From an optimization exercise on the open Yosys and OpenROAD flow, aimed at small area, a short achievable clock period and few clock cycles; shortcuts taken in it are not production practice.
At most, simulation tests tie the RTL to the original design; equivalence was not proved.
Function not checked in runs 3 and 4: the RTL went through the layout flow alone.
No activity file was given, so power comes from the tool's default toggle rates.

File: flow/design.v
module hid_keyval (
    input  wire [7:0] code,
    input  wire       shift,
    output wire [7:0] val
);
wire new_n19, new_n20, new_n21, new_n22, new_n23, new_n24, new_n25,
    new_n26, new_n27, new_n28, new_n29, new_n30, new_n31, new_n32, new_n33,
    new_n34, new_n35, new_n36, new_n37, new_n38, new_n39, new_n40, new_n41,
    new_n42, new_n43, new_n44, new_n45, new_n46, new_n47, new_n48, new_n49,
    new_n50, new_n51, new_n52, new_n53, new_n54, new_n55, new_n56, new_n57,
    new_n58, new_n59, new_n60, new_n61, new_n62, new_n63, new_n64, new_n65,
    new_n66, new_n67, new_n68, new_n69, new_n70, new_n71, new_n73, new_n74,
    new_n75, new_n76, new_n77, new_n78, new_n79, new_n80, new_n81, new_n82,
    new_n83, new_n84, new_n85, new_n86, new_n87, new_n88, new_n89, new_n90,
    new_n91, new_n92, new_n93, new_n94, new_n95, new_n96, new_n97, new_n98,
    new_n99, new_n100, new_n101, new_n102, new_n103, new_n104, new_n106,
    new_n107, new_n108, new_n109, new_n110, new_n111, new_n112, new_n113,
    new_n114, new_n115, new_n116, new_n117, new_n118, new_n119, new_n120,
    new_n121, new_n122, new_n123, new_n124, new_n125, new_n126, new_n127,
    new_n128, new_n129, new_n130, new_n131, new_n132, new_n133, new_n135,
    new_n136, new_n137, new_n138, new_n139, new_n140, new_n141, new_n142,
    new_n143, new_n144, new_n145, new_n146, new_n147, new_n148, new_n149,
    new_n150, new_n151, new_n152, new_n153, new_n154, new_n156, new_n157,
    new_n158, new_n159, new_n160, new_n161, new_n162, new_n163, new_n164,
    new_n165, new_n166, new_n167, new_n168, new_n169, new_n170, new_n171,
    new_n172, new_n173, new_n174, new_n175, new_n176, new_n177, new_n178,
    new_n180, new_n181, new_n182, new_n183, new_n184, new_n185, new_n186,
    new_n187, new_n188, new_n189, new_n190, new_n191, new_n192, new_n193,
    new_n194, new_n195, new_n197, new_n198, new_n199, new_n200, new_n201,
    new_n202, new_n203, new_n204;
  assign new_n19 = code[5] & ~code[6];
  assign new_n20 = ~code[7] & new_n19;
  assign new_n21 = ~code[2] & ~code[4];
  assign new_n22 = ~code[3] & new_n21;
  assign new_n23 = new_n20 & new_n22;
  assign new_n24 = code[2] & code[4];
  assign new_n25 = code[1] & new_n24;
  assign new_n26 = code[3] & new_n25;
  assign new_n27 = ~code[5] & ~code[7];
  assign new_n28 = ~code[6] & new_n27;
  assign new_n29 = ~new_n22 & new_n28;
  assign new_n30 = ~new_n26 & new_n29;
  assign new_n31 = ~new_n23 & ~new_n30;
  assign new_n32 = ~code[0] & ~new_n31;
  assign new_n33 = ~code[3] & new_n20;
  assign new_n34 = ~shift & new_n33;
  assign new_n35 = code[1] & code[4];
  assign new_n36 = code[0] & ~new_n35;
  assign new_n37 = ~new_n25 & ~new_n36;
  assign new_n38 = new_n34 & new_n37;
  assign new_n39 = ~code[0] & code[1];
  assign new_n40 = code[3] & code[4];
  assign new_n41 = code[2] & new_n40;
  assign new_n42 = new_n28 & new_n41;
  assign new_n43 = new_n39 & new_n42;
  assign new_n44 = code[0] & code[1];
  assign new_n45 = ~code[2] & ~new_n44;
  assign new_n46 = code[3] & ~new_n45;
  assign new_n47 = ~code[0] & ~code[1];
  assign new_n48 = ~code[4] & ~new_n47;
  assign new_n49 = new_n20 & new_n48;
  assign new_n50 = new_n46 & new_n49;
  assign new_n51 = ~code[1] & ~code[2];
  assign new_n52 = ~code[0] & new_n51;
  assign new_n53 = code[0] & shift;
  assign new_n54 = code[2] & ~code[4];
  assign new_n55 = code[1] & new_n54;
  assign new_n56 = new_n53 & new_n55;
  assign new_n57 = ~new_n52 & ~new_n56;
  assign new_n58 = new_n20 & ~new_n57;
  assign new_n59 = code[6] & new_n27;
  assign new_n60 = ~code[2] & code[4];
  assign new_n61 = ~code[3] & new_n60;
  assign new_n62 = new_n39 & new_n61;
  assign new_n63 = code[3] & ~code[4];
  assign new_n64 = code[2] & new_n63;
  assign new_n65 = ~new_n39 & new_n64;
  assign new_n66 = ~new_n62 & ~new_n65;
  assign new_n67 = new_n59 & ~new_n66;
  assign new_n68 = ~new_n43 & ~new_n50;
  assign new_n69 = ~new_n38 & new_n68;
  assign new_n70 = ~new_n58 & ~new_n67;
  assign new_n71 = new_n69 & new_n70;
  assign val[0] = new_n32 | ~new_n71;
  assign new_n73 = code[0] & ~code[1];
  assign new_n74 = ~new_n39 & ~new_n73;
  assign new_n75 = new_n30 & ~new_n74;
  assign new_n76 = code[2] & shift;
  assign new_n77 = new_n73 & ~new_n76;
  assign new_n78 = ~code[1] & new_n60;
  assign new_n79 = ~new_n39 & ~new_n55;
  assign new_n80 = ~new_n77 & ~new_n78;
  assign new_n81 = new_n79 & new_n80;
  assign new_n82 = new_n33 & new_n81;
  assign new_n83 = shift & new_n50;
  assign new_n84 = code[3] & new_n20;
  assign new_n85 = new_n52 & new_n84;
  assign new_n86 = code[4] & new_n85;
  assign new_n87 = new_n61 & new_n73;
  assign new_n88 = ~code[2] & new_n39;
  assign new_n89 = new_n63 & new_n88;
  assign new_n90 = ~new_n65 & ~new_n87;
  assign new_n91 = ~new_n89 & new_n90;
  assign new_n92 = new_n59 & ~new_n91;
  assign new_n93 = new_n20 & new_n61;
  assign new_n94 = code[1] & new_n93;
  assign new_n95 = new_n20 & new_n64;
  assign new_n96 = new_n44 & new_n95;
  assign new_n97 = ~shift & new_n44;
  assign new_n98 = new_n42 & new_n97;
  assign new_n99 = ~new_n94 & ~new_n96;
  assign new_n100 = ~new_n98 & new_n99;
  assign new_n101 = ~new_n75 & ~new_n82;
  assign new_n102 = ~new_n83 & ~new_n86;
  assign new_n103 = new_n101 & new_n102;
  assign new_n104 = ~new_n92 & new_n100;
  assign val[1] = ~new_n103 | ~new_n104;
  assign new_n106 = new_n47 & new_n59;
  assign new_n107 = new_n61 & new_n106;
  assign new_n108 = ~shift & new_n39;
  assign new_n109 = ~new_n73 & ~new_n108;
  assign new_n110 = new_n95 & ~new_n109;
  assign new_n111 = new_n23 & ~new_n47;
  assign new_n112 = new_n24 & new_n53;
  assign new_n113 = new_n47 & new_n54;
  assign new_n114 = ~new_n25 & ~new_n112;
  assign new_n115 = ~new_n113 & new_n114;
  assign new_n116 = new_n33 & ~new_n115;
  assign new_n117 = ~code[2] & new_n44;
  assign new_n118 = code[2] & ~new_n44;
  assign new_n119 = ~new_n117 & ~new_n118;
  assign new_n120 = new_n30 & new_n119;
  assign new_n121 = ~code[0] & new_n24;
  assign new_n122 = new_n34 & new_n121;
  assign new_n123 = new_n64 & new_n106;
  assign new_n124 = code[1] & ~shift;
  assign new_n125 = ~new_n44 & ~new_n124;
  assign new_n126 = new_n93 & new_n125;
  assign new_n127 = ~new_n123 & ~new_n126;
  assign new_n128 = ~new_n85 & ~new_n107;
  assign new_n129 = ~new_n110 & ~new_n111;
  assign new_n130 = new_n128 & new_n129;
  assign new_n131 = ~new_n116 & ~new_n120;
  assign new_n132 = ~new_n122 & new_n127;
  assign new_n133 = new_n131 & new_n132;
  assign val[2] = ~new_n130 | ~new_n133;
  assign new_n135 = new_n40 & ~new_n47;
  assign new_n136 = new_n20 & ~new_n135;
  assign new_n137 = new_n21 & new_n73;
  assign new_n138 = code[4] & shift;
  assign new_n139 = new_n88 & ~new_n138;
  assign new_n140 = ~code[1] & ~shift;
  assign new_n141 = ~new_n47 & ~new_n140;
  assign new_n142 = code[2] & ~new_n48;
  assign new_n143 = ~new_n141 & new_n142;
  assign new_n144 = ~new_n51 & ~new_n97;
  assign new_n145 = ~code[3] & ~code[4];
  assign new_n146 = ~new_n144 & new_n145;
  assign new_n147 = new_n136 & ~new_n137;
  assign new_n148 = ~new_n139 & new_n147;
  assign new_n149 = ~new_n143 & ~new_n146;
  assign new_n150 = new_n148 & new_n149;
  assign new_n151 = ~code[3] & new_n45;
  assign new_n152 = ~new_n46 & ~new_n151;
  assign new_n153 = new_n30 & ~new_n152;
  assign new_n154 = ~new_n123 & ~new_n153;
  assign val[3] = new_n150 | ~new_n154;
  assign new_n156 = code[1] & code[3];
  assign new_n157 = new_n76 & new_n156;
  assign new_n158 = code[4] & new_n28;
  assign new_n159 = ~new_n157 & new_n158;
  assign new_n160 = ~new_n151 & new_n159;
  assign new_n161 = new_n53 & new_n95;
  assign new_n162 = new_n52 & new_n138;
  assign new_n163 = new_n54 & new_n124;
  assign new_n164 = ~new_n162 & ~new_n163;
  assign new_n165 = new_n20 & ~new_n164;
  assign new_n166 = ~new_n44 & new_n61;
  assign new_n167 = new_n64 & new_n74;
  assign new_n168 = ~new_n166 & ~new_n167;
  assign new_n169 = new_n59 & ~new_n168;
  assign new_n170 = ~shift & ~new_n24;
  assign new_n171 = ~new_n35 & new_n170;
  assign new_n172 = ~new_n47 & new_n138;
  assign new_n173 = ~new_n117 & ~new_n172;
  assign new_n174 = ~new_n171 & new_n173;
  assign new_n175 = new_n33 & ~new_n174;
  assign new_n176 = ~new_n160 & ~new_n161;
  assign new_n177 = ~new_n165 & ~new_n169;
  assign new_n178 = ~new_n175 & new_n177;
  assign val[4] = ~new_n176 | ~new_n178;
  assign new_n180 = shift & new_n73;
  assign new_n181 = ~new_n24 & ~new_n97;
  assign new_n182 = ~new_n180 & new_n181;
  assign new_n183 = code[3] & ~new_n182;
  assign new_n184 = shift & new_n44;
  assign new_n185 = ~code[3] & ~new_n184;
  assign new_n186 = new_n21 & ~new_n185;
  assign new_n187 = new_n61 & new_n140;
  assign new_n188 = new_n136 & ~new_n187;
  assign new_n189 = ~new_n186 & new_n188;
  assign new_n190 = ~new_n183 & new_n189;
  assign new_n191 = ~shift & new_n30;
  assign new_n192 = new_n42 & new_n124;
  assign new_n193 = ~new_n43 & ~new_n123;
  assign new_n194 = ~new_n192 & new_n193;
  assign new_n195 = ~new_n191 & new_n194;
  assign val[5] = new_n190 | ~new_n195;
  assign new_n197 = code[4] & new_n73;
  assign new_n198 = new_n33 & new_n197;
  assign new_n199 = ~new_n23 & ~new_n42;
  assign new_n200 = new_n184 & ~new_n199;
  assign new_n201 = ~new_n30 & ~new_n96;
  assign new_n202 = ~new_n161 & ~new_n198;
  assign new_n203 = new_n201 & new_n202;
  assign new_n204 = new_n127 & ~new_n200;
  assign val[6] = ~new_n203 | ~new_n204;
  assign val[7] = 1'b0;
endmodule
module hid_rx (
    input  wire        clk,
    input  wire        rst,
    input  wire        in_valid,
    output wire        in_ready,
    input  wire [1:0]  in_class,      
    input  wire [7:0]  in_len,
    input  wire [63:0] in_data,       
    input  wire        hs_we,
    input  wire [2:0]  hs_id,
    input  wire        hs_en,
    output reg         res_valid,
    output reg  [7:0]  res_code,
    output reg  [47:0] res_data,
    output reg         ev_valid,
    input  wire        ev_ready,
    output reg  [2:0]  ev_id,
    output reg         ev_t,
    output reg         ev_deliver,
    output reg  [7:0]  kbd_lastkey,
    output reg         kbd_pressed,
    output reg  [15:0] ptr_x,
    output reg  [15:0] ptr_y,
    output reg         ptr_primary,
    output reg  [9:0]  btn_prev,
    output reg  [2:0]  drop_flags     
);
    localparam [1:0] CLS_NONE = 2'd0, CLS_KBD = 2'd1, CLS_PTR = 2'd2, CLS_GEN = 2'd3;
    localparam [7:0] R_OK    = 8'h00;
    localparam [7:0] D_SHORT = 8'h10;
    localparam [7:0] D_STATE = 8'h11;
    localparam [7:0] D_KEY   = 8'h15;
    reg  rdy;
    assign in_ready = rdy;
    wire accept = in_valid & rdy;
    wire [7:0] b0 = in_data[7:0];
    wire       shift = b0[1] | b0[5];
    wire [7:0] kcode [0:5];
    wire [7:0] kval  [0:5];
    wire [5:0] krec;          
    wire [5:0] knz;           
    genvar k;
    generate
        for (k = 0; k < 6; k = k + 1) begin : g_key
            assign kcode[k] = in_data[8*(k+2) +: 8];
            hid_keyval u_kv (.code(kcode[k]), .shift(shift), .val(kval[k]));
            assign krec[k] = hid_keyrec(kcode[k]);
            assign knz[k]  = (kcode[k] != 8'd0);
        end
    endgenerate
    wire [5:0] ksel = {krec[5],
                       krec[4] & ~krec[5],
                       krec[3] & ~|krec[5:4],
                       krec[2] & ~|krec[5:3],
                       krec[1] & ~|krec[5:2],
                       krec[0] & ~|krec[5:1]};
    function hid_keyrec;
        input [7:0] c;
        begin
            case (c[6:3])
                4'h0:    hid_keyrec = c[2];
                4'h1, 4'h2, 4'h3, 4'h4, 4'h6: hid_keyrec = 1'b1;
                4'h5:    hid_keyrec = (c[2:0] == 3'd0) | c[2] | (c[1] & c[0]);
                4'h7:    hid_keyrec = c[2:0] == 3'd0;
                4'h9:    hid_keyrec = c[2:0] == 3'd2 || c[2:0] == 3'd4 || c[2:0] == 3'd5 || c[2:0] == 3'd7;
                4'hA:    hid_keyrec = ~c[2] & ~(c[1] & c[0]);
                default: hid_keyrec = 1'b0;
            endcase
            hid_keyrec = hid_keyrec & ~c[7];
        end
    endfunction
    wire in_short = (in_class == CLS_KBD) ? (in_len[7:3] == 5'd0) :
                    (in_class == CLS_PTR) ? ((in_len[7:2] == 6'd0) && (in_len[1:0] != 2'd3)) :
                                            (in_len[7:2] == 6'd0);
    reg         r_v;
    reg  [1:0]  r_cls;
    reg         r_short;
    reg         r_b0;        
    reg  [7:0]  r_b1;
    reg  [7:0]  r_b2;
    reg  [3:0]  r_b3;        
    reg  [47:0] r_kv;        
    reg  [5:0]  r_sel;
    reg  [2:0]  r_unrec;     
    reg         r_push;      
    reg         r_c0z;
    reg         r_hwe;
    reg  [2:0]  r_hid;
    reg         r_hen;
    always @(posedge clk) begin
        r_cls   <= in_class;
        r_short <= in_short;
        r_b0    <= b0[0];
        r_b1    <= in_data[15:8];
        r_b2    <= in_data[23:16];
        r_b3    <= in_data[31:28];
        r_kv    <= {kval[5], kval[4], kval[3], kval[2], kval[1], kval[0]};
        r_sel   <= ksel;
        r_unrec <= {|(knz[5:4] & ~krec[5:4]), |(knz[3:2] & ~krec[3:2]), |(knz[1:0] & ~krec[1:0])};
        r_c0z   <= ~knz[0];
        r_hid   <= hs_id;
        r_hen   <= hs_en;
        if (rst) begin
            r_v    <= 1'b0;
            r_hwe  <= 1'b0;
            r_push <= 1'b0;
        end else begin
            r_v    <= accept;
            r_hwe  <= hs_we;
            r_push <= in_push;
        end
    end
    wire is_kbd = r_v && (r_cls == CLS_KBD) && !r_short;
    wire is_ptr = r_v && (r_cls == CLS_PTR) && !r_short;
    wire is_gen = r_v && (r_cls == CLS_GEN) && !r_short;
    wire [9:0] gbits   = {r_b3[3], r_b3[0], r_b3[1], r_b3[2], r_b2[5:0]};
    wire [7:0] changed = gbits[7:0] ^ btn_prev[7:0];
    wire       push    = r_push;
    wire       r_any   = |r_sel;
    wire       unrec   = |r_unrec;
    wire [7:0] in_bits = {in_data[28], in_data[29], in_data[30], in_data[21:16]};
    wire [7:0] in_prev = is_gen ? gbits[7:0] : btn_prev[7:0];
    wire       in_push = accept && (in_class == CLS_GEN) && (in_len[7:2] != 6'd0) &&
                         (in_bits != in_prev);
    reg [7:0] klast;
    integer j;
    always @(*) begin
        klast = 8'd0;
        for (j = 0; j < 6; j = j + 1)
            klast = klast | (r_kv[8*j +: 8] & {8{r_sel[j]}});
    end
    wire [8:0] px_lo, py_lo;
    hid_add8 u_ax (.a(ptr_x[7:0]), .b(r_b1), .s(px_lo));
    hid_add8 u_ay (.a(ptr_y[7:0]), .b(r_b2), .s(py_lo));
    wire [7:0] px_inc, px_dec, py_inc, py_dec;
    hid_step8 u_sx (.a(ptr_x[15:8]), .inc(px_inc), .dec(px_dec));
    hid_step8 u_sy (.a(ptr_y[15:8]), .inc(py_inc), .dec(py_dec));
    wire [7:0] px_hi1 = r_b1[7] ? ptr_x[15:8] : px_inc;
    wire [7:0] px_hi0 = r_b1[7] ? px_dec : ptr_x[15:8];
    wire [7:0] py_hi1 = r_b2[7] ? ptr_y[15:8] : py_inc;
    wire [7:0] py_hi0 = r_b2[7] ? py_dec : ptr_y[15:8];
    wire [7:0] px_hi = px_lo[8] ? px_hi1 : px_hi0;
    wire [7:0] py_hi = py_lo[8] ? py_hi1 : py_hi0;
    always @(posedge clk) begin
        res_code <= (r_cls == CLS_NONE)  ? D_STATE :
                    r_short              ? D_SHORT :
                    (is_kbd && unrec)  ? D_KEY : R_OK;
        res_data <= r_short                ? 48'd0 :
                    (r_cls == CLS_KBD)     ? r_kv :
                    (r_cls == CLS_PTR)     ? {15'd0, r_b0, {8{r_b2[7]}}, r_b2, {8{r_b1[7]}}, r_b1} :
                    (r_cls == CLS_GEN)     ? {38'd0, gbits} : 48'd0;
    end
    reg [7:0] handlers;
    always @(posedge clk) begin
        if (rst) begin
            handlers    <= 8'd0;
            res_valid   <= 1'b0;
            kbd_lastkey <= 8'd0;
            kbd_pressed <= 1'b0;
            ptr_x       <= 16'd0;
            ptr_y       <= 16'd0;
            ptr_primary <= 1'b0;
            btn_prev    <= 10'd0;
            drop_flags  <= 3'd0;
        end else begin
            if (r_hwe)
                handlers[r_hid] <= r_hen;
            res_valid <= r_v;
            if (r_v && r_cls == CLS_NONE)
                drop_flags[1] <= 1'b1;
            if (r_v && r_cls != CLS_NONE && r_short)
                drop_flags[0] <= 1'b1;
            if (is_kbd) begin
                kbd_lastkey <= klast | (kbd_lastkey & {8{~r_any}});
                if (r_c0z)
                    kbd_pressed <= 1'b0;
                else if (r_any)
                    kbd_pressed <= 1'b1;
                if (unrec)
                    drop_flags[2] <= 1'b1;
            end
            if (is_ptr) begin
                ptr_x       <= {px_hi, px_lo[7:0]};
                ptr_y       <= {py_hi, py_lo[7:0]};
                ptr_primary <= r_b0;
            end
            if (is_gen)
                btn_prev <= gbits;
        end
    end
    reg  [7:0] q_mask [0:2];
    reg  [7:0] q_dlv  [0:2];
    reg  [2:0] q_one;         
    reg  [2:0] q_v;
    reg  [2:0] q_hd;          
    reg  [2:0] q_tl;
    reg  [7:0] w_mask, w_dlv;
    reg        w_v;
    reg        w_last;
    reg  [7:0] ev_btn;
    wire [7:0] w_low  = w_mask & ~{w_mask[6:0] | {w_mask[5:0], 1'b0} | {w_mask[4:0], 2'b0} |
                                   {w_mask[3:0], 3'b0} | {w_mask[2:0], 4'b0} | {w_mask[1:0], 5'b0} |
                                   {w_mask[0], 6'b0}, 1'b0};
    wire [7:0] w_rest = w_mask & ~w_low;
    wire [2:0] w_id   = {|w_low[7:4], |{w_low[7:6], w_low[3:2]},
                         |{w_low[7], w_low[5], w_low[3], w_low[1]}};
    wire load   = !ev_valid || ev_ready;
    wire w_take = !w_v || (load && w_last);      
    wire h_v    = |(q_hd & q_v);
    wire pop    = w_take && h_v;
    wire [7:0] h_mask = ({8{q_hd[0]}} & q_mask[0]) | ({8{q_hd[1]}} & q_mask[1]) |
                        ({8{q_hd[2]}} & q_mask[2]);
    wire [7:0] h_dlv  = ({8{q_hd[0]}} & q_dlv[0]) | ({8{q_hd[1]}} & q_dlv[1]) |
                        ({8{q_hd[2]}} & q_dlv[2]);
    wire       h_one  = |(q_hd & q_one);
    wire [2:0] q_v_n = (q_v & ~({3{pop}} & q_hd)) | ({3{push}} & q_tl);
    function one8;
        input [7:0] m;
        integer b;
        reg seen, two;
        begin
            seen = 1'b0; two = 1'b0;
            for (b = 0; b < 8; b = b + 1) begin
                two  = two | (seen & m[b]);
                seen = seen | m[b];
            end
            one8 = seen & ~two;
        end
    endfunction
    wire w_two = one8(w_rest);
    always @(posedge clk) begin
        if (rst) begin
            q_v        <= 3'd0;
            q_hd       <= 3'b001;
            q_tl       <= 3'b001;
            w_v        <= 1'b0;
            rdy        <= 1'b0;
            ev_btn     <= 8'd0;
            ev_valid   <= 1'b0;
            ev_id      <= 3'd0;
            ev_t       <= 1'b0;
            ev_deliver <= 1'b0;
        end else begin
            q_v <= q_v_n;
            if (push) q_tl <= {q_tl[1:0], q_tl[2]};
            if (pop)  q_hd <= {q_hd[1:0], q_hd[2]};
            rdy <= !(&q_v_n) &&
                   !(in_push && ((q_v_n[0] & q_v_n[1]) | (q_v_n[0] & q_v_n[2]) | (q_v_n[1] & q_v_n[2])));
            if (w_take)
                w_v <= h_v;
            if (load) begin
                ev_valid <= w_v;
                if (w_v) begin
                    ev_id      <= w_id;
                    ev_t       <= ~|(w_low & ev_btn);
                    ev_deliver <= |(w_low & w_dlv);
                    ev_btn     <= ev_btn ^ w_low;
                end
            end
        end
    end
    integer e;
    always @(posedge clk) begin
        if (w_take) begin
            w_mask <= h_mask;
            w_dlv  <= h_dlv;
            w_last <= h_one;
        end else if (load) begin
            w_mask <= w_rest;
            w_last <= w_two;
        end
        for (e = 0; e < 3; e = e + 1) begin
            if (q_tl[e] && !q_v[e]) begin
                q_mask[e] <= changed;
                q_dlv[e]  <= handlers;
                q_one[e]  <= one8(changed);
            end
        end
    end
endmodule
module hid_add8 (
    input  wire [7:0] a,
    input  wire [7:0] b,
    output wire [8:0] s
);
    wire [7:0] g = a & b;
    wire [7:0] p = a ^ b;
    wire g10 = g[1] | (p[1] & g[0]);
    wire g32 = g[3] | (p[3] & g[2]);
    wire p32 = p[3] & p[2];
    wire g54 = g[5] | (p[5] & g[4]);
    wire g76 = g[7] | (p[7] & g[6]);
    wire p76 = p[7] & p[6];
    wire g30 = g32 | (p32 & g10);
    wire g20 = g[2] | (p[2] & g10);
    wire g64 = g[6] | (p[6] & g54);
    wire p54 = p[5] & p[4];
    wire g74 = g76 | (p76 & g54);
    wire p74 = p76 & p54;
    wire p64 = p[6] & p54;
    wire [8:0] c;
    assign c[0] = 1'b0;
    assign c[1] = g[0];
    assign c[2] = g10;
    assign c[3] = g20;
    assign c[4] = g30;
    assign c[5] = g[4] | (p[4] & g30);
    assign c[6] = g54 | (p54 & g30);
    assign c[7] = g64 | (p64 & g30);
    assign c[8] = g74 | (p74 & g30);
    assign s = {c[8], p ^ c[7:0]};
endmodule
module hid_step8 (
    input  wire [7:0] a,
    output wire [7:0] inc,
    output wire [7:0] dec
);
    genvar i;
    generate
        for (i = 0; i < 8; i = i + 1) begin : g_b
            if (i == 0) begin : g_0
                assign inc[0] = ~a[0];
                assign dec[0] = ~a[0];
            end else begin : g_n
                assign inc[i] = a[i] ^ (&a[i-1:0]);
                assign dec[i] = a[i] ^ ~(|a[i-1:0]);
            end
        end
    endgenerate
endmodule
File: flow/flow/run.sh
#!/bin/bash
# The standard layout, with plain buf_1 cells as the port buffers
# (the resizer sizes them up where timing needs it).
set -euo pipefail
export BUFFER_PORTS_ARGS="-buffer_cell sky130_fd_sc_hd__buf_1"
bash standard.sh > standard_flow.log 2>&1
File: flow/standard.sh
#!/bin/bash
# synth_recipe.tcl (not shown) runs the flow's synth.tcl, then flattens the netlist and writes it again
# the make line also repeats each setting of config.mk as NAME=value (left out here)
make -C /OpenROAD-flow-scripts/flow DESIGN_CONFIG=/design/flow/config.mk WORK_HOME=/design/flow/orfs CLKGATE_MAP_FILE= SYNTH_SCRIPT=/design/flow/synth_recipe.tcl "${@:-finish}"
File: flow/config.mk
export PLATFORM = sky130hd
export DESIGN_NAME = hid_rx
export DESIGN_NICKNAME = hid_rx
export VERILOG_FILES = /design/flow/design.v
export SDC_FILE = /design/flow/constraint.sdc
export NUM_CORES = 4
export LEC_CHECK = 0
export CAP_MARGIN = 20
export CORE_MARGIN = 2
export CORE_UTILIZATION = 55
export SETUP_SLACK_MARGIN = 2.3
export SLEW_MARGIN = 20
export TNS_END_PERCENT = 20
File: flow/constraint.sdc
create_clock -name core_clock -period 4.5 [get_ports {clk}]
set_input_delay 0.9000 -clock core_clock [delete_from_list [all_inputs] [get_ports {clk}]]
set_output_delay 0.9000 -clock core_clock [all_outputs]
set_load 0.01 [all_outputs]
==> impl_metrics.yaml, run 1 <==
outcome:
  status: "timing/DRC/antenna clean"
cells_and_area:
  insertedDiodeCount: 0
  area_delta_synth_final_pct: 15.8
  drive_gt1_share_pct: 11.5
  stdcell_area_um2: 18600
  nets: 2193
  layout_commonest_cell: "dfxtp_1"
  nFillCells: 2483
  final_cell_mix: "211 x dfxtp_1, 203 x nand2_1, 183 x nor2_1"
  regArea_um2: 6460
  multi_input_area_um2: 9050
detailed_routing:
  vias: 15085
  wirelength_um: 47900
  drc: 0
  drt_first_iter_violations: 1489
  first_pass_iters: 6
  vias_per_cell: 6.21
  avgRoutedWirePerCell_um: 19.7
  postRouteAntennaNets: 0
clocking:
  cts_inserted_buffers: 29
  cts_sinks: 288
  cts.htree.levels: 1
  cts-root-buf: "clkbuf_16"
  path_clk_slew_ns: 0.06
  clk_path_buf_depth: 3
  clkLatencyLatePin_ns: 0.54
  cts_tree: "done"
  cts_hold_buf: 0
yosys:
  ys_async_sr_fraction_pct: 0
  netlist_instances: 1886
  yosysSeqAreaShare_pct: 40.2
  synth_edf_count: 68
  syn_area_um2: 16000
  ys_ff_latch: 288
  synthFlopType: "dfxtp_1"
  yosysWarnings: 5
  avgSynthCellArea_um2: 8.50
  synth_cell_types: 88
critical_path:
  r2r-start: "r_b2[0]"
  end_kind: "flop"
  crit_cells: 7
  rrSetupSlack_ns: 2.23
  cp-startpoint: "in_data[27]"
  cp.required_ns: 4.91
  r2r-end: "ptr_y[15]"
  critPathMaxFanout: 20
  timing.critical_path.buf_inv: 1
  path_class: "in2reg"
  start_kind: "primary input"
  worstPathArrival_ns: 2.74
  worstPathCellList: "buf_1 -> nand2b_1 -> or2_2 -> nor2_1 -> a31o_2 -> a221oi_1 -> o311ai_1"
  reg2regPathDepth: 12
  crit_end: "r_kv[10]"
  crit_family: "simple AND/OR/NAND/NOR gates"
  slowest_stage: "buf_1"
  max_stage_delay_ns: 0.65
grt:
  grt_overflow: 0
  grt_pass1_vias: 13478
  use_met2_pct: 47.9
  use_met3_pct: 3.39
  grt_util_all_layers_pct: 29.8
  top_usage_layer: "met2"
  grt_max_degree: 54
  grt_pass1_wl_um: 74200
  groute.layer.met1.usage_pct: 42.5
  antenna_found_initial: 0
timing:
  finalMaxSlewViolations: 0
  setup_tns_ns: 0
  tightest_slew_ns: 0.972
  slew_headroom_pct: 34.9
  skew_ns: 0.00958
  min_period_ns: 2.33
  rsz0062_at_grt: "true"
  fmax_ghz: 0.429
  hold_viol_final: 0
  setup_viol: 0
  period_share_pct: 51.8
floorplanning:
  fp.dieArea_um2: 30500
  initial_core_util_pct: 55.8
  fp.dieW_um: 175
  num_rows: 62
  core_area_um2: 28700
  die_h_um: 175
  pin_count: 202
hold_path:
  holdCritPathClass: "reg2reg"
placement:
  place_area_um2: 17000
  port_buffers: 189
  dp_hpwl_um: 33600
  place.gp.congestion: 0.982
pwr:
  power_density_nw_per_um2: 329
  leakagePower_uw: 0.00716
  ir_drop_uv: 278
flow_run:
  cap_violations: 0
metrics by stage:
step	cells	total power (µW)	utilization [%]	setup WS [ns]	hold slack (ns)
2_1_floorplan	1892	3410	-	2.13	0.405
3_3_place_gp	2342	3630	59.2	1.35	0.418
3_5_place_dp	2342	3640	59.2	1.32	0.433
4_1_cts	2409	6100	63.6	2.18	0.428
5_1_grt	2431	6320	64.7	2.09	0.444
6_report	2431	6110	64.7	2.17	0.437
cell families (layout without fill, tap and decap cells):
| logic type | count (synthesis) | in the layout | share of synthesized area [%] |
|---|---|---|---|
| DFF | 288 | 288 | 40.2 |
| AOI/OAI and AO/OA | 535 | 535 | 22.4 |
| adders and majority gates | 86 | 86 | 6.98 |
| and+or+nand+nor | 674 | 675 | 20.1 |
| other | 1 | 7 | 0.0234 |
| muxes | 28 | 28 | 1.80 |
| buffers and inverters | 225 | 379 | 5.81 |
| xor gates and xnor gates | 49 | 49 | 2.68 |
cells in the mapped netlist, drive strengths merged, types with 5 or more instances:
library cell / number / area share [%]
xor2: 22 / 1.2
dfxtp: 220 / 27
and2: 24 / 0.94
o311ai: 9 / 0.49
fa: 6 / 0.75
o221ai: 13 / 0.71
a21oi: 145 / 4.5
nor3b: 10 / 0.50
or3: 18 / 0.70
a211o: 5 / 0.27
nor3: 57 / 1.8
o2111ai: 11 / 0.60
o21ai: 86 / 2.7
a32o: 5 / 0.31
a2111oi: 9 / 0.65
a31oi: 47 / 1.8
o22ai: 18 / 0.70
a221o: 6 / 0.37
a311oi: 6 / 0.33
a32oi: 10 / 0.55
xnor2: 27 / 1.5
edfxtp: 68 / 13
o31ai: 10 / 0.50
nor2: 184 / 4.3
nor2b: 25 / 0.98
buf: 46 / 1.6
mux2: 7 / 0.49
a22oi: 49 / 2.3
nor4: 13 / 0.55
nand3b: 13 / 0.61
nand2b: 21 / 0.82
clkbuf: 98 / 2.3
a222oi: 19 / 1.2
a21o: 19 / 0.89
ha: 79 / 6.2
and3: 12 / 0.47
o211ai: 12 / 0.56
nand2: 204 / 4.8
a211oi: 18 / 0.84
mux2i: 21 / 1.3
nand4: 15 / 0.59
inv: 78 / 1.8
nand3: 53 / 1.7
a221oi: 7 / 0.38
or2: 9 / 0.35
worst min path at each step:
| stage | slack [ns] | cells past startpoint | endpoint | startpoint |
|---|---|---|---|---|
| 2_1_floorplan | 0.40 | 1 | kbd_pressed | r_c0z |
| 3_5_place_dp | 0.43 | 1 | kbd_pressed | r_c0z |
| 5_1_grt | 0.44 | 1 | r_hid[0] | hs_id[0] |
| 6_report | 0.44 | 1 | kbd_pressed | r_c0z |
| 4_1_cts | 0.43 | 1 | r_b1[7] | in_data[15] |
| 3_3_place_gp | 0.42 | 1 | kbd_pressed | r_c0z |
state kept, by name, indices dropped and copies added (netlist names), 4 cells and up:
signal and flops:
q_dlv 24, r_b2 8, btn_prev 10, handlers 8
r_kv 42, ptr_x 16, ptr_y 16, r_b3 4
kbd_lastkey 8, res_data 45, q_mask 24, r_b1 8
r_sel 6, w_dlv 8, ev_btn 8, w_mask 8
metal layers:
| layer | part of all wire, % | vias to the layer above |
|---|---|---|
| met5 | 0 | - |
| met2 | 46 | 784 |
| met4 | 2.7 | 0 |
| li1 | - | 7161 |
| met3 | 8.2 | 81 |
| met1 | 43 | 7059 |
area by class of cell:
type	instances	area share (%)
Multi-Input combinational cell	1380	48.8
Sequential cell	288	34.8
Timing Repair Buffer	244	6.61
Clock buffer	40	4.46
Tap cell	384	2.59
Inverter	81	1.86
Clock inverter	13	0.843
Timing Repair inverter	1	0.0270
power by group:
group | switching [µW] | total [µW] | internal (µW)
logic | 507 | 795 | 288
registers | 104 | 2850 | 2750
clock network | 999 | 2460 | 1460
total | 1610 | 6110 | 4500
repair_timing:
action,CTS,global route
pin swaps,14,9
resized for setup,62,39
cloned,1,2
endpoints found under the setup margin,90,79
buffers inserted,13,20
Testbench counts, summed over its fixed seeds: cycles 16,385.
==> run 2, diff against run 1 <==
--- a/flow/config.mk
+++ b/flow/config.mk
@@ -9,5 +9,5 @@
 export CORE_MARGIN = 2
 export CORE_UTILIZATION = 55
-export SETUP_SLACK_MARGIN = 2.3
+export SETUP_SLACK_MARGIN = 2.2
 export SLEW_MARGIN = 20
 export TNS_END_PERCENT = 20
==> impl_metrics.yaml, run 2 <==
outcome:
  status: "timing/DRC/antenna clean"
yosys:
  synth_cell_types: 88
  netlist_instances: 1886
  synth_edf_count: 68
  avgSynthCellArea_um2: 8.50
  yosysSeqAreaShare_pct: 40.2
  synthFlopType: "dfxtp_1"
  ys_async_sr_fraction_pct: 0
  yosys.cell_count.top_type: "dfxtp_1"
  ys_ff_latch: 288
  synthTopCellsByArea: "dfxtp_1 27%, edfxtp_1 13%, ha_1 6.2%"
  synth_commonest_cells: "220 x dfxtp_1, 204 x nand2_1, 184 x nor2_1"
  synth_top_cell_area_share_pct: 27.5
  syn_area_um2: 16000
  yosysWarnings: 5
  synth_top_cell_by_area: "dfxtp_1"
clocking:
  cts_tree: "done"
  clkLatencyLatePin_ns: 0.56
  cts.htree.levels: 1
  clk_path_buf_depth: 3
  cts-root-buf: "clkbuf_16"
  path_clk_slew_ns: 0.06
  cts_inserted_buffers: 29
  cts_sinks: 288
cells_and_area:
  multi_input_area_um2: 8940
  reg_top3: "res_data (45), r_kv (42)"
  top_register: "res_data"
  final_cells: 2429
  nFillCells: 2525
  largest_reg_flops: 45
  area_delta_synth_final_pct: 14.9
  regArea_um2: 6460
  final_cell_mix: "211 x dfxtp_1, 203 x nand2_1, 183 x nor2_1"
  insertedDiodeCount: 0
  layout_commonest_cell: "dfxtp_1"
  nets: 2190
  drive_gt1_share_pct: 10.6
floorplanning:
  num_rows: 62
  pin_count: 202
  fp.dieArea_um2: 30500
  core_area_um2: 28700
  initial_core_util_pct: 55.8
  die_h_um: 175
  fp.dieW_um: 175
timing:
  tightest_slew_ns: 0.981
  skew_ns: 0.0233
  slew_headroom_pct: 34.5
  finalMaxSlewViolations: 0
  setup_tns_ns: 0
  fmax_ghz: 0.429
  setup_viol: 0
  period_share_pct: 51.9
  hold_viol_final: 0
  min_period_ns: 2.33
  rsz0062_at_grt: "true"
critical_path:
  slowest_stage: "a221o_1"
  start_kind: "primary input"
  critPathMaxFanout: 26
  cp.required_ns: 4.95
  worstPathCellList: "buf_1 -> buf_6 -> inv_4 -> a221o_1 -> nor4_1 -> o21ai_1 -> or2_0 -> and4b_1 -> nor4_2"
  end_kind: "flop"
  path_class: "in2reg"
  worstPathArrival_ns: 2.79
  timing.critical_path.buf_inv: 3
  max_stage_delay_ns: 0.36
  crit_family: "simple AND/OR/NAND/NOR gates"
detailed_routing:
  drt_first_iter_violations: 1374
  first_pass_iters: 6
  wirelength_um: 47400
  vias_per_cell: 6.16
  avgRoutedWirePerCell_um: 19.5
  vias: 14953
  postRouteAntennaNets: 0
  drc: 0
pwr:
  finalPower_uw: 6210
  ir_drop_uv: 230
  combPwrFrac_pct: 12.5
  swShare_pct: 26.2
  leakagePower_uw: 0.00711
  p_sw_uw: 1620
  pwr-share-clk_pct: 41.5
  internal_power_uw: 4590
  seq_power_share_pct: 46.0
  power_density_nw_per_um2: 337
grt:
  grt_pass1_vias: 13732
  grt_util_all_layers_pct: 29.9
  antenna_found_initial: 0
  grt_max_degree: 63
  grt_pass1_wl_um: 74500
  grt_overflow: 0
hold_path:
  holdCritPathClass: "in2reg"
placement:
  place_inst: 2342
  dp_hpwl_um: 33100
  port_buffers: 189
  place.gp.congestion: 0.977
flow_run:
  cap_violations: 0
## run 2: final timing paths
check                   start          end  slack (ns)  cells past startpoint
hold reg to reg         r_c0z  kbd_pressed        0.44                      1
setup / recovery  in_data[20]          rdy        2.17                      9
setup reg to reg    w_mask[0]         ev_t        2.22                      8
hold / removal     in_data[8]      r_b1[0]        0.43                      1
## run 2: power by group through the flow
stage / logic, µW / clock network (µW) / registers, µW
floorplan: 523 / 0 / 2860
global placement: 713 / 0 / 2910
detailed placement: 716 / 0 / 2910
CTS: 735 / 2620 / 2850
global route: 857 / 2720 / 2860
finish: 777 / 2580 / 2850
## run 2: layer usage
layer | vias to the layer above | share of wire [%] | track usage (%)
li1 | 7141 | - | -
met1 | 7043 | 43 | 42.1
met2 | 683 | 46 | 48.8
met3 | 86 | 7.1 | 3.02
met4 | 0 | 2.9 | 9.20
met5 | - | 0 | 0
## run 2: final cells by class
cell class              count  area share, %
multi-input cells        1380           48.5
flip-flops and latches    288           35.1
repair buffers            242           6.41
clock buffers              38           4.39
well taps                 384           2.61
inverters                  81           1.75
clock inverters            16           1.21
## run 2: logic make-up (layout without fill, tap and decap cells)
logic type | count (synthesis) | after routing | synth area share [%]
and+or+nand+nor | 674 | 675 | 20.1
AOI/OAI and AO/OA | 535 | 535 | 22.4
DFF | 288 | 288 | 40.2
buffers and inverters | 225 | 377 | 5.81
adders and majority gates | 86 | 86 | 6.98
xor gates and xnor gates | 49 | 49 | 2.68
muxes | 28 | 28 | 1.80
other | 1 | 7 | 0.0234
## run 2: through the flow
step | setup slack [ns] | hold slack, ns | util (%) | instance area, µm²
finish | 2.17 | 0.428 | 64.2 | 18400
global route | 2.03 | 0.429 | 64.2 | 18400
CTS | 2.06 | 0.419 | 63.0 | 18100
detailed placement | 1.29 | 0.430 | 58.7 | 16800
global placement | 1.27 | 0.432 | 58.7 | 16800
floorplan | 2.08 | 0.405 | - | 16100
## run 2: timing repair
item	in CTS	in global routing
buffers inserted	9	22
resized for setup	44	49
cloned	1	0
setup endpoints to repair	69	63
pin swaps	4	10
hold buffers	0	0
==> run 3, diff against run 2 <==
--- a/flow/design.v
+++ b/flow/design.v
@@ -302,9 +302,5 @@
     reg  [5:0]  r_sel;
     reg  [2:0]  r_unrec;     
-    reg         r_push;      
     reg         r_c0z;
-    reg         r_hwe;
-    reg  [2:0]  r_hid;
-    reg         r_hen;
     always @(posedge clk) begin
         r_cls   <= in_class;
@@ -318,14 +314,8 @@
         r_unrec <= {|(knz[5:4] & ~krec[5:4]), |(knz[3:2] & ~krec[3:2]), |(knz[1:0] & ~krec[1:0])};
         r_c0z   <= ~knz[0];
-        r_hid   <= hs_id;
-        r_hen   <= hs_en;
         if (rst) begin
             r_v    <= 1'b0;
-            r_hwe  <= 1'b0;
-            r_push <= 1'b0;
         end else begin
             r_v    <= accept;
-            r_hwe  <= hs_we;
-            r_push <= in_push;
         end
     end
@@ -334,12 +324,11 @@
     wire is_gen = r_v && (r_cls == CLS_GEN) && !r_short;
     wire [9:0] gbits   = {r_b3[3], r_b3[0], r_b3[1], r_b3[2], r_b2[5:0]};
-    wire [7:0] changed = gbits[7:0] ^ btn_prev[7:0];
-    wire       push    = r_push;
     wire       r_any   = |r_sel;
     wire       unrec   = |r_unrec;
     wire [7:0] in_bits = {in_data[28], in_data[29], in_data[30], in_data[21:16]};
     wire [7:0] in_prev = is_gen ? gbits[7:0] : btn_prev[7:0];
+    wire [7:0] in_chg  = in_bits ^ in_prev;
     wire       in_push = accept && (in_class == CLS_GEN) && (in_len[7:2] != 6'd0) &&
-                         (in_bits != in_prev);
+                         (in_chg != 8'd0);
     reg [7:0] klast;
     integer j;
@@ -383,6 +372,6 @@
             drop_flags  <= 3'd0;
         end else begin
-            if (r_hwe)
-                handlers[r_hid] <= r_hen;
+            if (hs_we)
+                handlers[hs_id] <= hs_en;
             res_valid <= r_v;
             if (r_v && r_cls == CLS_NONE)
@@ -433,5 +422,5 @@
                         ({8{q_hd[2]}} & q_dlv[2]);
     wire       h_one  = |(q_hd & q_one);
-    wire [2:0] q_v_n = (q_v & ~({3{pop}} & q_hd)) | ({3{push}} & q_tl);
+    wire [2:0] q_v_n = (q_v & ~({3{pop}} & q_hd)) | ({3{in_push}} & q_tl);
     function one8;
         input [7:0] m;
@@ -462,8 +451,7 @@
         end else begin
             q_v <= q_v_n;
-            if (push) q_tl <= {q_tl[1:0], q_tl[2]};
+            if (in_push) q_tl <= {q_tl[1:0], q_tl[2]};
             if (pop)  q_hd <= {q_hd[1:0], q_hd[2]};
-            rdy <= !(&q_v_n) &&
-                   !(in_push && ((q_v_n[0] & q_v_n[1]) | (q_v_n[0] & q_v_n[2]) | (q_v_n[1] & q_v_n[2])));
+            rdy <= !(&q_v_n);
             if (w_take)
                 w_v <= h_v;
@@ -491,7 +479,7 @@
         for (e = 0; e < 3; e = e + 1) begin
             if (q_tl[e] && !q_v[e]) begin
-                q_mask[e] <= changed;
+                q_mask[e] <= in_chg;
                 q_dlv[e]  <= handlers;
-                q_one[e]  <= one8(changed);
+                q_one[e]  <= one8(in_chg);
             end
         end
==> impl_metrics.yaml, run 3 <==
placement:
  port_buffers: 189
  place_inst: 2334
  place.gp.congestion: 0.962
  place_area_um2: 16700
  dp_hpwl_um: 32800
cells_and_area:
  drive_gt1_share_pct: 11.6
  stdcell_area_um2: 18400
  nets: 2189
  layout_commonest_cell: "dfxtp_1"
  largest_reg_flops: 45
  top_register: "res_data"
  final_cell_mix: "203 x dfxtp_1, 201 x nand2_1, 196 x nor2_1"
  area_delta_synth_final_pct: 16.6
  nFillCells: 2417
  reg_top3: "res_data (45), r_kv (42)"
  final_cells: 2429
pwr:
  swShare_pct: 27.0
  seq_power_share_pct: 46.2
  p_sw_uw: 1640
  finalPower_uw: 6090
  leakagePower_uw: 0.00703
  power_density_nw_per_um2: 330
  internal_power_uw: 4440
  pwr-share-clk_pct: 40.0
  combPwrFrac_pct: 13.9
  ir_drop_uv: 289
detailed_routing:
  vias: 15039
  wirelength_um: 47700
  drt_first_iter_violations: 1477
  avgRoutedWirePerCell_um: 19.6
  vias_per_cell: 6.19
  postRouteAntennaNets: 0
  drc: 0
  first_pass_iters: 6
clocking:
  clk_path_buf_depth: 3
  clkLatencyLatePin_ns: 0.56
  cts_hold_buf: 0
  cts_tree: "done"
  cts_inserted_buffers: 29
  cts-root-buf: "clkbuf_16"
  cts.htree.levels: 1
  path_clk_slew_ns: 0.06
  cts_sinks: 282
timing:
  min_period_ns: 2.46
  fmax_ghz: 0.406
  slew_headroom_pct: 25.3
  hold_viol_final: 0
  tightest_slew_ns: 1.12
  rsz0062_at_grt: "true"
  finalMaxSlewViolations: 0
  period_share_pct: 54.7
  skew_ns: 0.0411
  setup_tns_ns: 0
  setup_viol: 0
yosys:
  yosysWarnings: 5
  synth_cell_types: 85
  yosysSeqAreaShare_pct: 40.0
  ys_ff_latch: 282
  syn_area_um2: 15800
  synth_top_cell_area_share_pct: 27.1
  synthFlopType: "dfxtp_1"
  ys_async_sr_fraction_pct: 0
  synth_edf_count: 68
  avgSynthCellArea_um2: 8.39
  netlist_instances: 1884
  synth_top_cell_by_area: "dfxtp_1"
  yosys.cell_count.top_type: "dfxtp_1"
  synthTopCellsByArea: "dfxtp_1 27%, edfxtp_1 13%, ha_1 6.3%"
  synth_commonest_cells: "214 x dfxtp_1, 201 x nand2_1, 198 x nor2_1"
critical_path:
  timing.critical_path.buf_inv: 0
  critPathMaxFanout: 5
  end_kind: "flop"
  path_class: "reg2reg"
  reg2regPathDepth: 8
  crit_cells: 8
  worstPathCellList: "ha_1 -> a21o_1 -> a21oi_4 -> a32oi_2 -> or4_1 -> a211oi_2 -> xnor2_1 -> nor2_1"
  slowest_stage: "or4_1"
  start_kind: "flop"
  max_stage_delay_ns: 0.52
  cp.required_ns: 4.91
  worstPathArrival_ns: 2.87
  crit_family: "compound AO/OA/AOI/OAI gates"
floorplanning:
  die_h_um: 174
  initial_core_util_pct: 55.5
  fp.dieW_um: 174
  fp.dieArea_um2: 30100
  core_area_um2: 28500
  num_rows: 62
  pin_count: 202
grt:
  grt_util_all_layers_pct: 30.6
  antenna_found_initial: 1
  grt_overflow: 0
  grt_pass1_vias: 13818
  grt_max_degree: 92
  grt_pass1_wl_um: 75400
hold_path:
  min_path_cells: 1
  holdCritPathClass: "reg2reg"
outcome:
  status: "timing/DRC/antenna clean"
flow_run:
  cap_violations: 0
run 3: cell count changes in the layout (fill, tap and decap cells not counted), moves of 7 or more:
| cell | previous run | this run |
|---|---|---|
| a21oi_1 | 144 | 155 |
| a31oi_1 | 46 | 36 |
| buf_4 | 48 | 58 |
| dfxtp_1 | 211 | 203 |
| mux2i_1 | 21 | 13 |
| nand2b_1 | 21 | 14 |
| nand3_1 | 51 | 63 |
| nand4_1 | 15 | 23 |
| nor2_1 | 183 | 196 |
| nor2b_1 | 18 | 9 |
| o21ai_1 | 5 | 15 |
| xor2_1 | 22 | 15 |
run 3: final timing paths:
check                           startpoint  slack, ns           to
worst max-delay path               r_b1[4]       2.04    ptr_x[15]
worst min-delay path                 r_c0z       0.43  kbd_pressed
worst max register to register     r_b1[4]       2.04    ptr_x[15]
worst min register to register       r_c0z       0.43  kbd_pressed
run 3: final cells by class:
type,count,area (µm²),area share [%]
repair buffers,248,1200,6.52
multi-input cells,1381,9110,49.4
flip-flops and latches,282,6350,34.5
diodes,1,2.50,0.0136
clock inverters,15,166,0.903
well taps,384,480,2.61
inverters,79,307,1.66
clock buffers,39,805,4.37
run 3: power by group through the flow:
| stage | logic [µW] | clock network, µW | registers, µW |
|---|---|---|---|
| after floorplan | 559 | 0 | 2820 |
| after global placement | 748 | 0 | 2870 |
| after detailed placement | 754 | 0 | 2870 |
| after global routing | 927 | 2560 | 2820 |
| final | 843 | 2430 | 2810 |
| after CTS | 780 | 2460 | 2810 |
run 3: what timing repair did:
item | CTS | global route
setup buffers | 16 | 21
hold endpoints to repair | 0 | 0
gates cloned | 2 | 1
gates resized for setup | 54 | 61
setup endpoints to repair | 84 | 69
pin swaps | 14 | 14
run 3: metal layers:
| layer | track usage, % | wire [µm] | up-vias |
|---|---|---|---|
| met5 | 0 | 0 | - |
| met4 | 12.1 | 2010 | 0 |
| met3 | 3.11 | 3420 | 123 |
| met2 | 51.2 | 22800 | 770 |
| met1 | 40.9 | 19500 | 7024 |
| li1 | - | - | 7122 |
run 3: through the flow:
step	hold WS, ns	worst slack (ns)	util (%)
2_1_floorplan	0.408	2.06	-
3_3_place_gp	0.413	1.20	58.7
3_5_place_dp	0.422	1.21	58.7
4_1_cts	0.418	2.01	63.4
5_1_grt	0.423	1.95	64.7
6_report	0.430	2.04	64.7
run 3: kinds of logic (layout without fill, tap and decap cells):
kind of cell	Yosys count	count (layout)	share of synthesized area [%]
buffers and inverters	230	381	5.87
AOI/OAI and AO/OA	535	537	22.4
muxes	23	23	1.66
and+or+nand+nor	680	681	20.2
other	1	8	0.0237
DFF	282	282	40.0
adders and majority gates	86	86	7.08
xor gates and xnor gates	47	47	2.75
==> run 4, diff against run 3 <==
--- a/flow/config.mk
+++ b/flow/config.mk
@@ -9,4 +9,5 @@
 export CORE_MARGIN = 2
 export CORE_UTILIZATION = 55
+export PLACE_DENSITY = 0.7
 export SETUP_SLACK_MARGIN = 2.2
 export SLEW_MARGIN = 20
==> impl_metrics.yaml, run 4 <==
clocking:
  cts-root-buf: "clkbuf_16"
  cts_hold_buf: 0
  path_clk_slew_ns: 0.06
  clkLatencyLatePin_ns: 0.55
  cts_sinks: 282
  cts_tree: "done"
  cts.htree.levels: 1
  clk_path_buf_depth: 3
  cts_inserted_buffers: 29
yosys:
  synth_cell_types: 85
  synthFlopType: "dfxtp_1"
  syn_area_um2: 15800
  synth_top_cell_area_share_pct: 27.1
  yosysWarnings: 5
  synthTopCellsByArea: "dfxtp_1 27%, edfxtp_1 13%, ha_1 6.3%"
  ys_ff_latch: 282
  netlist_instances: 1884
  synth_top_cell_by_area: "dfxtp_1"
  yosysSeqAreaShare_pct: 40.0
  synth_commonest_cells: "214 x dfxtp_1, 201 x nand2_1, 198 x nor2_1"
  yosys.cell_count.top_type: "dfxtp_1"
  avgSynthCellArea_um2: 8.39
  synth_edf_count: 68
  ys_async_sr_fraction_pct: 0
cells_and_area:
  final_cell_mix: "200 x nand2_1, 199 x dfxtp_1, 195 x nor2_1"
  largest_reg_flops: 45
  reg_top3: "res_data (45), r_kv (42)"
  area_delta_synth_final_pct: 17.8
  top_register: "res_data"
  drive_gt1_share_pct: 12.7
  final_cells: 2433
  nets: 2193
  layout_commonest_cell: "nand2_1"
critical_path:
  path_class: "reg2reg"
  cp-startpoint: "w_mask[2]"
  slowest_stage: "or4_1"
  worstPathCellList: "or4_1 -> or3_1 -> nor2_1 -> and2_1 -> ha_1 -> nor4_1 -> nand3_1 -> a21oi_1"
  crit_family: "simple AND/OR/NAND/NOR gates"
  r2r-start: "w_mask[2]"
  critPathMaxFanout: 9
  end_kind: "flop"
  max_stage_delay_ns: 0.60
  start_kind: "flop"
  cp.required_ns: 4.89
  timing.critical_path.buf_inv: 0
  worstPathArrival_ns: 2.87
floorplanning:
  core_area_um2: 28500
  fp.dieW_um: 174
  initial_core_util_pct: 55.5
  pin_count: 202
  num_rows: 62
  die_h_um: 174
  fp.dieArea_um2: 30100
timing:
  skew_ns: 0.0196
  slew_headroom_pct: 33.0
  setup_tns_ns: 0
  hold_viol_final: 0
  hold_ws_ns: 0.433
  period_share_pct: 55.0
  tightest_slew_ns: 0.997
  finalMaxSlewViolations: 0
  fmax_ghz: 0.404
  rsz0062_at_grt: "true"
  min_period_ns: 2.48
  setup_viol: 0
detailed_routing:
  drt_first_iter_violations: 1503
  wirelength_um: 48200
  avgRoutedWirePerCell_um: 19.8
  vias: 15139
  first_pass_iters: 6
  postRouteAntennaNets: 0
  vias_per_cell: 6.22
  drc: 0
outcome:
  status: "timing/DRC/antenna clean"
placement:
  place.gp.congestion: 0.940
  dp_hpwl_um: 33400
  place_inst: 2339
  port_buffers: 189
grt:
  antenna_found_initial: 1
  grt_pass1_wl_um: 74500
  grt_pass1_vias: 13663
  grt_max_degree: 50
  grt_overflow: 0
  grt_util_all_layers_pct: 30.4
hold_path:
  min_from: "r_c0z"
  holdCritPathClass: "reg2reg"
pwr:
  leakagePower_uw: 0.00708
  ir_drop_uv: 232
  finalPower_uw: 5990
  power_density_nw_per_um2: 322
flow_run:
  cap_violations: 0
## run 4: cell counts after synthesis
No cell type changed its count.
## run 4: worst paths after layout
| path | endpoint | slack, ns | cells after the start |
|---|---|---|---|
| worst max-delay path | ev_t | 2.02 | 8 |
| worst min-delay path | kbd_pressed | 0.43 | 1 |
| worst max register to register | ev_t | 2.02 | 8 |
| worst min register to register | kbd_pressed | 0.43 | 1 |
## run 4: repair_timing
action | CTS | global route
resized for setup | 63 | 87
gates cloned | 2 | 2
pin swaps | 20 | 23
endpoints found under the setup margin | 68 | 70
setup buffers | 18 | 17
## run 4: metrics by stage
stage	setup WS (ns)	cell area [µm²]	utilization, %
floorplan	2.06	16100	-
detailed placement	1.23	16800	58.9
CTS	2.01	18100	63.7
global placement	1.26	16800	58.9
global route	1.91	18600	65.4
finish	2.02	18600	65.4
## run 4: cells by family after synthesis
| group | synth area share [%] |
|---|---|
| other | 0.0237 |
| and+or+nand+nor | 20.2 |
| xor gates and xnor gates | 2.75 |
| DFF | 40.0 |
| adders and majority gates | 7.08 |
| AOI/OAI and AO/OA | 22.4 |
| buffers and inverters | 5.87 |
| muxes | 1.66 |
## run 4: metal layers
layer | GRT usage, % | vias to the layer above | routed length [µm]
met4 | 12.6 | 0 | 2050
li1 | - | 7122 | -
met2 | 49.7 | 811 | 22200
met5 | 0 | - | 0
met1 | 40.8 | 7067 | 19800
met3 | 4.14 | 139 | 4140
## run 4: where the power goes
group,switching (µW),internal [µW],total [µW]
sequential,114,2710,2820
clock,980,1340,2320
combinational,535,315,850
## run 4: area by class of cell
class	instances	area [µm²]
Timing Repair Buffer	252	1300
Tap cell	384	480
Clock buffer	44	873
Sequential cell	282	6360
Fill cell	2421	9860
Multi-Input combinational cell	1381	9230
Antenna cell	1	2.50
Clock inverter	10	62.6
Inverter	79	309
==> run 5, diff against run 4 <==
--- a/flow/design.v
+++ b/flow/design.v
@@ -399,5 +399,4 @@
     reg  [7:0] q_mask [0:2];
     reg  [7:0] q_dlv  [0:2];
-    reg  [2:0] q_one;         
     reg  [2:0] q_v;
     reg  [2:0] q_hd;          
@@ -421,5 +420,4 @@
     wire [7:0] h_dlv  = ({8{q_hd[0]}} & q_dlv[0]) | ({8{q_hd[1]}} & q_dlv[1]) |
                         ({8{q_hd[2]}} & q_dlv[2]);
-    wire       h_one  = |(q_hd & q_one);
     wire [2:0] q_v_n = (q_v & ~({3{pop}} & q_hd)) | ({3{in_push}} & q_tl);
     function one8;
@@ -472,5 +470,5 @@
             w_mask <= h_mask;
             w_dlv  <= h_dlv;
-            w_last <= h_one;
+            w_last <= one8(h_mask);
         end else if (load) begin
             w_mask <= w_rest;
@@ -481,5 +479,4 @@
                 q_mask[e] <= in_chg;
                 q_dlv[e]  <= handlers;
-                q_one[e]  <= one8(in_chg);
             end
         end
--- a/flow/config.mk
+++ b/flow/config.mk
@@ -9,5 +9,4 @@
 export CORE_MARGIN = 2
 export CORE_UTILIZATION = 55
-export PLACE_DENSITY = 0.7
 export SETUP_SLACK_MARGIN = 2.2
 export SLEW_MARGIN = 20
==> impl_metrics.yaml, run 5 <==
outcome:
  status: "timing/DRC/antenna clean"
critical_path:
  slowest_stage: "buf_1"
  worstPathArrival_ns: 2.87
  end_kind: "flop"
  path_class: "in2reg"
  crit_family: "compound AO/OA/AOI/OAI gates"
  cp.required_ns: 4.93
  max_stage_delay_ns: 0.60
  worstPathCellList: "buf_1 -> inv_1 -> o31ai_2 -> o221ai_1 -> a221o_1"
  r2r-start: "r_b2[0]"
  critPathMaxFanout: 14
  cp-startpoint: "in_data[20]"
  timing.critical_path.buf_inv: 2
  start_kind: "primary input"
cells_and_area:
  top_register: "res_data"
  final_cells: 2361
  area_delta_synth_final_pct: 17.1
  reg_top3: "res_data (45), r_kv (42)"
  nets: 2125
  layout_commonest_cell: "dfxtp_1"
  final_cell_mix: "198 x dfxtp_1, 193 x nand2_1, 187 x nor2_1"
  largest_reg_flops: 45
  drive_gt1_share_pct: 12.0
yosys:
  netlist_instances: 1824
  synth_edf_count: 65
  synth_top_cell_by_area: "dfxtp_1"
  yosysSeqAreaShare_pct: 40.5
  synthFlopType: "dfxtp_1"
  avgSynthCellArea_um2: 8.43
  syn_area_um2: 15400
  ys_async_sr_fraction_pct: 0
  yosys.cell_count.top_type: "dfxtp_1"
  synth_commonest_cells: "214 x dfxtp_1, 195 x nand2_1, 191 x nor2_1"
  ys_ff_latch: 279
  synthTopCellsByArea: "dfxtp_1 28%, edfxtp_1 13%, ha_1 6.4%"
  synth_top_cell_area_share_pct: 27.8
  yosysWarnings: 5
  synth_cell_types: 77
floorplanning:
  num_rows: 61
  die_h_um: 171
  pin_count: 202
  initial_core_util_pct: 55.7
  fp.dieArea_um2: 29300
  core_area_um2: 27600
  fp.dieW_um: 171
clocking:
  cts_sinks: 279
  cts_tree: "done"
  clkLatencyLatePin_ns: 0.56
  cts.htree.levels: 1
  path_clk_slew_ns: 0.07
  cts-root-buf: "clkbuf_16"
  cts_inserted_buffers: 29
  cts_hold_buf: 0
  clk_path_buf_depth: 3
detailed_routing:
  vias_per_cell: 6.12
  drt_first_iter_violations: 1236
  postRouteAntennaNets: 0
  avgRoutedWirePerCell_um: 19.4
  wirelength_um: 45700
  vias: 14445
  first_pass_iters: 5
  drc: 0
timing:
  setup_viol: 0
  min_period_ns: 2.44
  tightest_slew_ns: 0.924
  slew_headroom_pct: 38.1
  finalMaxSlewViolations: 0
  skew_ns: 0.0270
  setup_tns_ns: 0
  fmax_ghz: 0.410
  rsz0062_at_grt: "true"
  hold_viol_final: 0
  period_share_pct: 54.2
hold_path:
  min_from: "r_c0z"
  holdCritPathClass: "reg2reg"
placement:
  dp_hpwl_um: 32100
  port_buffers: 189
  place.gp.congestion: 0.992
  place_inst: 2276
grt:
  grt_pass1_vias: 13245
  grt_pass1_wl_um: 71200
  antenna_found_initial: 2
  grt_overflow: 0
  grt_max_degree: 80
  grt_util_all_layers_pct: 30.3
flow_run:
  cap_violations: 0
pwr:
  power_density_nw_per_um2: 343
  leakagePower_uw: 0.00699
  ir_drop_uv: 318
[run 5: cell types whose count changed in the layout (fill, tap and decap cells not counted), moves of 9 or more]
cell,change
o21ai_0,+17
o21ai_1,-15
xnor2_1,-9
nand3_1,-10
buf_4,-15
a21oi_1,-22
[run 5: path summary, 6_finish.rpt]
kind	endpoint	slack, ns	depth (start not counted)
setup / recovery	r_kv[1]	2.06	5
hold / removal	kbd_pressed	0.44	1
setup reg to reg	ptr_y[15]	2.11	10
hold reg to reg	kbd_pressed	0.44	1
[run 5: timing repair]
item | in CTS | in global routing
setup endpoints to repair | 135 | 66
gates resized for setup | 63 | 63
cloned | 0 | 0
setup buffers | 18 | 10
pin swaps | 14 | 8
[run 5: cell families (layout without fill, tap and decap cells)]
logic type	count (synthesis)	in the layout	synth area share, %
AND/OR/NAND/NOR	655	655	19.8
AO/OA/AOI/OAI	513	513	22.2
flip-flops	279	279	40.5
buffers and inverters	214	364	5.54
adder cells (fa/ha/maj)	88	88	7.40
XOR/XNOR	44	44	2.51
multiplexers	30	30	2.02
other	1	10	0.0244
[run 5: cell type report]
cell class | count | area [µm²]
diodes | 3 | 7.51
multi-input cells | 1337 | 8810
clock buffers | 40 | 837
flip-flops and latches | 279 | 6280
fillers | 2441 | 9620
well taps | 378 | 473
clock inverters | 14 | 184
repair buffers | 234 | 1120
inverters | 76 | 307
[run 5: power by group]
part	internal, µW	switching (µW)
sequential	2680	110
combinational	313	529
clock	1530	1010
[run 5: layer usage]
metal,part of all wire (%),wire length (µm),track usage [%]
met5,0,0,0
met3,7.7,3520,3.61
met1,42,19400,41.2
met2,47,21400,50.4
met4,3.0,1380,9.62
[run 5: metrics by stage]
stage               total power, µW  hold slack (ns)  cell area, µm²  util, %  setup slack [ns]
global route                   6420            0.429           18000     65.2              2.02
global placement               3600            0.415           16400     59.2              1.14
detailed placement             3610            0.423           16400     59.2              1.09
floorplan                      3360            0.408           15700        -              2.00
finish                         6180            0.437           18000     65.2              2.06
CTS                            6140            0.433           17700     64.0              2.00
Testbench counts of run 5, summed over its fixed seeds: cycles 16,185.
==> run 6, diff against run 5 <==
--- a/flow/config.mk
+++ b/flow/config.mk
@@ -8,5 +8,5 @@
 export CAP_MARGIN = 20
 export CORE_MARGIN = 2
-export CORE_UTILIZATION = 55
+export CORE_UTILIZATION = 60
 export SETUP_SLACK_MARGIN = 2.2
 export SLEW_MARGIN = 20
==> impl_metrics.yaml, run 6 <==
outcome:
  status: "timing/DRC/antenna clean"
clocking:
  cts_tree: "done"
  cts_inserted_buffers: 28
  path_clk_slew_ns: 0.06
  cts.htree.levels: 1
  cts-root-buf: "clkbuf_16"
  clk_path_buf_depth: 3
  clkLatencyLatePin_ns: 0.55
  cts_sinks: 279
timing:
  skew_ns: 0.0228
  tightest_slew_ns: 0.932
  rsz0062_at_grt: "true"
  slew_headroom_pct: 37.6
  finalMaxSlewViolations: 0
  period_share_pct: 55.0
  setup_tns_ns: 0
  setup_viol: 0
  hold_viol_final: 0
  fmax_ghz: 0.404
  min_period_ns: 2.48
yosys:
  avgSynthCellArea_um2: 8.43
  synth_edf_count: 65
  yosys.cell_count.top_type: "dfxtp_1"
  netlist_instances: 1824
  synthTopCellsByArea: "dfxtp_1 28%, edfxtp_1 13%, ha_1 6.4%"
  yosysWarnings: 5
  yosysSeqAreaShare_pct: 40.5
  synth_cell_types: 77
  synth_commonest_cells: "214 x dfxtp_1, 195 x nand2_1, 191 x nor2_1"
  syn_area_um2: 15400
  ys_ff_latch: 279
  ys_async_sr_fraction_pct: 0
  synth_top_cell_by_area: "dfxtp_1"
  synthFlopType: "dfxtp_1"
  synth_top_cell_area_share_pct: 27.8
pwr:
  power_density_nw_per_um2: 328
  leakagePower_uw: 0.00700
  ir_drop_uv: 322
cells_and_area:
  nets: 2142
  final_cell_mix: "199 x dfxtp_1, 192 x nand2_1, 188 x nor2_1"
  reg_top3: "res_data (45), r_kv (42)"
  top_register: "res_data"
  layout_commonest_cell: "dfxtp_1"
  drive_gt1_share_pct: 12.0
  largest_reg_flops: 45
  fin_util_pct: 71.7
  area_delta_synth_final_pct: 17.4
detailed_routing:
  wirelength_um: 46300
  drt_first_iter_violations: 1668
  drc: 0
  postRouteAntennaNets: 0
  vias: 14714
  avgRoutedWirePerCell_um: 19.9
  first_pass_iters: 6
  vias_per_cell: 6.32
critical_path:
  timing.critical_path.buf_inv: 1
  start_kind: "flop"
  worstPathCellList: "ha_1 -> nor2b_2 -> o2111a_1 -> o31a_4 -> nor4_4 -> buf_4 -> mux2i_1 -> or3_1 -> a21oi_1"
  max_stage_delay_ns: 0.39
  slowest_stage: "dfxtp_4"
  end_kind: "flop"
  path_class: "reg2reg"
  critPathMaxFanout: 6
  cp.required_ns: 4.98
  worstPathArrival_ns: 2.95
  crit_family: "simple AND/OR/NAND/NOR gates"
floorplanning:
  fp.dieW_um: 164
  die_h_um: 164
  num_rows: 58
  fp.dieArea_um2: 26900
  core_area_um2: 25200
  pin_count: 202
  initial_core_util_pct: 61.1
grt:
  grt_max_degree: 80
  grt_overflow: 0
  grt_util_all_layers_pct: 32.1
  grt_pass1_vias: 13227
  antenna_found_initial: 3
  grt_pass1_wl_um: 70100
placement:
  dp_hpwl_um: 31500
  port_buffers: 189
  place.gp.congestion: 0.958
flow_run:
  cap_violations: 0
hold_path:
  holdCritPathClass: "in2reg"
## run 6: worst paths after layout
| kind | start | endpoint | slack (ns) | cells after the start |
|---|---|---|---|---|
| worst min register to register | r_c0z | kbd_pressed | 0.44 | 1 |
| worst max-delay path | r_b2[2] | ptr_y[14] | 2.02 | 9 |
| worst min-delay path | in_data[11] | r_b1[3] | 0.44 | 1 |
| worst max register to register | r_b2[2] | ptr_y[14] | 2.02 | 9 |
## run 6: power by group
part / internal [µW] / leakage, µW / switching [µW] / total, µW
Combinational: 328 / 0.00418 / 539 / 867
Clock: 1300 / 0.000425 / 954 / 2250
Sequential: 2680 / 0.00240 / 117 / 2800
Total: 4310 / 0.00700 / 1610 / 5920
## run 6: area by class of cell
type,instances,area (µm²)
multi-input combinational,1338,8890
tap,330,413
fill,1942,7120
clock inverter,8,71.3
clock buffer,42,815
inverter,76,304
timing repair buffer,251,1290
sequential,279,6280
antenna,3,7.51
## run 6: timing repair
| item | in CTS | in global routing |
|---|---|---|
| setup buffers | 13 | 31 |
| pin swaps | 16 | 16 |
| hold buffers | 0 | 0 |
| setup endpoints to repair | 134 | 75 |
| resized for setup | 68 | 53 |
| gates cloned | 0 | 1 |
## run 6: stage by stage
step	std cells	area [µm²]	hold slack [ns]	total power, µW	setup WS [ns]
after global placement	2229	16300	0.415	3590	1.17
after floorplan	1830	15700	0.408	3360	2.00
final	2327	18100	0.439	5920	2.02
after detailed placement	2229	16300	0.440	3610	1.16
after global routing	2327	18100	0.432	6140	1.93
after CTS	2292	17500	0.434	5850	2.03
## run 6: routing by layer
layer	track usage (%)	part of all wire (%)	up-vias
li1	-	-	6925
met1	43.8	41	6893
met2	53.8	48	798
met3	2.95	8.0	98
met4	10.3	3.0	0
met5	0	0	-
## run 6: logic make-up after synthesis
logic type                 Yosys count  share of synthesized area (%)
and+or+nand+nor                    655                           19.8
AOI/OAI and AO/OA                  513                           22.2
DFF                                279                           40.5
buffers and inverters              214                           5.54
adders and majority gates           88                           7.40
xor gates and xnor gates            44                           2.51
muxes                               30                           2.02
other                                1                         0.0244

-- separate check: timing with driven ports --
The results above use ideal ports. As a check the final layouts listed here were re-extracted and re-timed, cells and wires unchanged.
Step 1: set_driving_cell puts a clkbuf_16 on clk and a buf_2 on each other input, an assumption about the parent block.
Step 2 moves the port delays by t, midway between the first and last clock arrival at a register: inputs arrive t later, outputs are due t later. That takes back most of the time a late clock gives input paths.
a / b / c = ideal / step 1 / step 2; a / b = the first two.
run	t, ns	setup slack, ns	latest minus earliest clock arrival (ns)
run 1	0.587	2.169 / 2.192 / 1.605	0.011 / 0.011
run 2	0.591	2.167 / 2.182 / 1.590	0.028 / 0.027
run 3	0.593	2.038 / 2.038 / 1.544	0.043 / 0.043
run 4	0.596	2.024 / 2.024 / 1.539	0.020 / 0.020
run 5	0.594	2.061 / 2.081 / 1.487	0.028 / 0.028
run 6	0.581	2.023 / 2.023 / 1.552	0.023 / 0.023
After both steps setup and hold are still met in every run listed. The setup slack of run 2, which loses most, moves by +0.015 ns with the drivers and by -0.577 ns with both steps.
